This design comes from an exercise in tuning for small area on the open sky130 flow, not from production work.
Only simulation tests tie the RTL to the original design; equivalence was not proved.
No activity file was given, so power comes from the tool's default toggle rates.

== alpha ==
==> flow/design.v (excerpt) <==
module fxp_arith32 (
    input  wire        clk,
    input  wire        rst,
    input  wire        in_valid,
    output wire        in_ready,
    input  wire [1:0]  op,
    input  wire [31:0] a,
    input  wire [31:0] b,
    output reg         out_valid,
    output wire [62:0] result,
    output reg         ovf,
    output wire        trunc,
    output wire [1:0]  div_state,
    output wire [2:0]  div_iter,
    output reg  [10:0] cost
);
==> flow/config.mk <==
export PLATFORM = sky130hd
export DESIGN_NAME = fxp_arith32
export DESIGN_NICKNAME = fxp_arith32
export VERILOG_FILES = /design/flow/design.v
export SDC_FILE = /design/flow/constraint.sdc
export NUM_CORES = 4
export LEC_CHECK = 0
export ABC_AREA = 1
export CAP_MARGIN = 20
export CORE_MARGIN = 2
export CORE_UTILIZATION = 40
export CTS_BUF_LIST = sky130_fd_sc_hd__clkbuf_8
export CTS_CLUSTER_DIAMETER = 60
export CTS_CLUSTER_SIZE = 30
export PLACE_DENSITY = 0.6
export SLEW_MARGIN = 20
==> flow/constraint.sdc <==
create_clock -name core_clock -period 15.0 [get_ports {clk}]
set_input_delay 3.0000 -clock core_clock [delete_from_list [all_inputs] [get_ports {clk}]]
set_output_delay 3.0000 -clock core_clock [all_outputs]
set_load 0.01 [all_outputs]
standard.sh (not shown) runs the stock make flow with config.mk's settings and CLKGATE_MAP_FILE= SYNTH_SCRIPT=/design/flow/synth_recipe.tcl, a recipe that flattens the netlist after the stock synthesis.
==> flow/flow/run.sh <==
#!/bin/bash
# Layout flow: the standard layout (standard.sh) with two changes.
# 1. Synthesis runs Yosys's synth with -noabc, which skips the generic
#    "abc -fast" pass that precedes full-adder extraction, so the adder
#    equations of rtl/fxp_mul.v map to full-adder cells without inverters
#    between them. The rest of the synthesis script is the standard flow's unchanged
#    (-nofsm -noshare, the same registers, flattening, renaming and the
#    final technology mapping).
# 2. The buffer that global placement puts on every input and output port
#    is the smallest buffer cell, sky130_fd_sc_hd__buf_1, instead of the
#    cell buffer_ports picks by default. Every port still gets its own
#    buffer.
# Floorplan, power grid, tap cells, clock tree and routing are standard.
# Each make run's output goes to its own log here, each step's to orfs/logs/.
set -euo pipefail
sed -e '1s/yosys synth -nofsm -noshare /yosys synth -nofsm -noshare -noabc /' \
    synth_recipe.tcl > synth_noabc.tcl
grep -q -- '-noabc' synth_noabc.tcl
sed -e 's#synth_recipe\.tcl#synth_noabc.tcl#g' standard.sh > synth_noabc.sh
grep -q 'synth_noabc\.tcl' synth_noabc.sh
bash synth_noabc.sh synth > synth.log 2>&1
bash standard.sh 'BUFFER_PORTS_ARGS=-buffer_cell sky130_fd_sc_hd__buf_1' finish > layout.log 2>&1
test -f out/final.def
Both conditions hold for alpha: the flow ran to the end and the final layout passed the timing, design-rule and antenna checks.
The inputs of beta differ from those of alpha as listed below.
Settings: CTS_BUF_LIST removed (was sky130_fd_sc_hd__clkbuf_8); CTS_CLUSTER_SIZE removed (was 30); CTS_CLUSTER_DIAMETER removed (was 60).
==> comparison <==
- Side by side, wire length turned out higher in beta than in alpha.
- Comparing beta and alpha, the lower growth of design area from synthesis to finish was measured on alpha.
- | met1 track utilization from global routing | lower: alpha |
- The global-route usage of alpha and that of beta are within noise of each other.
- Switching share of power for beta: 1.3 points down relative to alpha
- The standard cells in beta occupy more silicon area than those in alpha do.

---

Another version of the RTL of fxp_arith32 (not shown whole).
Size in the first run: roughly 810 cells after synthesis, about 110 flip-flops, ~150 I/O pins, about 6800 sq um of cells after synthesis.
## fxp_arith32
module fxp_arith32 (
    input  wire        clk,
    input  wire        rst,
    input  wire        in_valid,
    output wire        in_ready,
    input  wire [1:0]  op,
    input  wire [31:0] a,
    input  wire [31:0] b,
    output reg         out_valid,
    output wire [62:0] result,
    output reg         ovf,
    output wire        trunc,
    output wire [1:0]  div_state,
    output wire [2:0]  div_iter,
    output reg  [10:0] cost
);
    localparam [6:0] T_ACCEPT = 7'd57;
    reg        busy;
    reg        pre;        
    reg [6:0]  t;
    reg [1:0]  opr;
    reg        conv;
    reg        nc;
    reg [31:0] ar, br, acc;
    wire t_acc = (t == T_ACCEPT);
    assign in_ready = busy ? (pre & t_acc) : ~(in_valid & op[1] & op[0]);
    wire is_div = opr[1] & opr[0];
    wire is_mul = opr[1] & ~opr[0];
    wire addsub = ~opr[1];
    wire t_fin    = t[6] & t[5];               
    wire div_norm = is_div & ~t_fin;
    wire div_bi   = div_norm & t[4];           
    wire mul_pre  = is_mul & (t[4:3] == 2'd0);
    wire mul_idle = is_mul & (t[4:3] == 2'd1);
    wire step15   = (t[3:0] == 4'd15);
    wire t_is95  = (t == 7'd95);
    wire t_is103 = (t == 7'd103);
    wire t_is119 = (t == 7'd119);
    wire mul_t7  = (t[4:0] == 5'd7);
    wire done    = is_div ? t_is119 : (is_mul ? (t[4:0] == 5'd31) : step15);
  ...
Settings: LEC_CHECK=0, ABC_AREA=1, CAP_MARGIN=20, CORE_MARGIN=2, CORE_UTILIZATION=40, CTS_BUF_LIST=sky130_fd_sc_hd__clkbuf_8, CTS_CLUSTER_DIAMETER=100, CTS_CLUSTER_SIZE=40, PLACE_DENSITY=0.6, SLEW_MARGIN=20; clock period 15.0 ns.
==> flow/flow/run.sh <==
#!/bin/bash
# Layout flow: the standard layout (standard.sh) with two changes.
# 1. Synthesis is the standard flow's script (synth_recipe.tcl) unchanged, except that
#    its final technology mapping runs ABC with flow/abc_area_only.script
#    (strash; dch; map -a; topo), an area-only mapping, instead of ORFS's
#    abc_area.script, which also buffers and upsizes for delay. A variable
#    trace swaps the script name when ORFS's synthesis preamble sets it;
#    the registers, -nofsm -noshare, flattening and renaming are as in the
#    standard synthesis.
# 2. The buffer that global placement puts on every input and output port
#    is the smallest buffer cell, sky130_fd_sc_hd__buf_1, instead of the
#    cell buffer_ports picks by default. Every port still gets its own
#    buffer.
# Floorplan, power grid, tap cells, clock tree and routing are standard.
# Each make run's output goes to its own log here, each step's to orfs/logs/.
set -euo pipefail
script="$PWD/flow/abc_area_only.script"
test -f "$script"
{
  echo "proc fxp_abc_script {args} { set ::abc_script {$script} }"
  echo "trace add variable ::abc_script write fxp_abc_script"
  cat synth_recipe.tcl
} > synth_abc.tcl
sed -e 's#synth_recipe\.tcl#synth_abc.tcl#g' standard.sh > synth_abc.sh
grep -q 'synth_abc\.tcl' synth_abc.sh
bash synth_abc.sh synth > synth.log 2>&1
grep -q "abc_area_only.script" orfs/logs/*/fxp_arith32/base/1_2_yosys.log
bash standard.sh 'BUFFER_PORTS_ARGS=-buffer_cell sky130_fd_sc_hd__buf_1' finish > layout.log 2>&1
test -f out/final.def
==> flow/flow/abc_area_only.script <==
strash
dch
map -a
topo
Rerun with:
- CORE_UTILIZATION: 40 -> 60
- CTS_BUF_LIST: sky130_fd_sc_hd__clkbuf_8 -> sky130_fd_sc_hd__clkbuf_4 sky130_fd_sc_hd__clkbuf_8
- CTS_CLUSTER_DIAMETER: 100 -> 60
- CTS_CLUSTER_SIZE: 40 -> 30
- PLACE_DENSITY: 0.6 -> 0.75
Result: Cell area drops by 1.2%. Worst hold slack improves by 0.018 ns. Power climbs by 0.73%. Final cell count goes down by 6.8%. Via count goes up by 4.1%.

==> separate check: timing with driven ports <==
The flow's constraints put no driver on any port. The routed layouts listed below were extracted and timed again, unchanged, in two steps. Step 1 sets driving cells, clkbuf_16 on the clock port and buf_2 on the other inputs (assumed; they add their load-dependent delay and slew). Step 2 moves the port delays by t, midway between the first and last clock arrival at a register: inputs arrive t later, outputs are due t later. That takes back most of the time a late clock gives input paths. Slacks: ideal / step 1 / step 2; pairs: ideal / step 1.
run | t, ns | slack for setup (ns) | hold WS [ns]
alpha | 0.431 | 0.940 / 0.940 / 0.940 | 0.508 / 0.508 / 0.508
beta | 0.404 | 0.920 / 0.920 / 0.920 | 0.500 / 0.500 / 0.500
the first run of note 2 | 0.429 | 1.317 / 1.317 / 1.317 | 0.480 / 0.480 / 0.480
the second run of note 2 | 0.426 | 1.072 / 1.072 / 1.072 | 0.498 / 0.498 / 0.498
After both steps setup and hold are still met in every run listed.
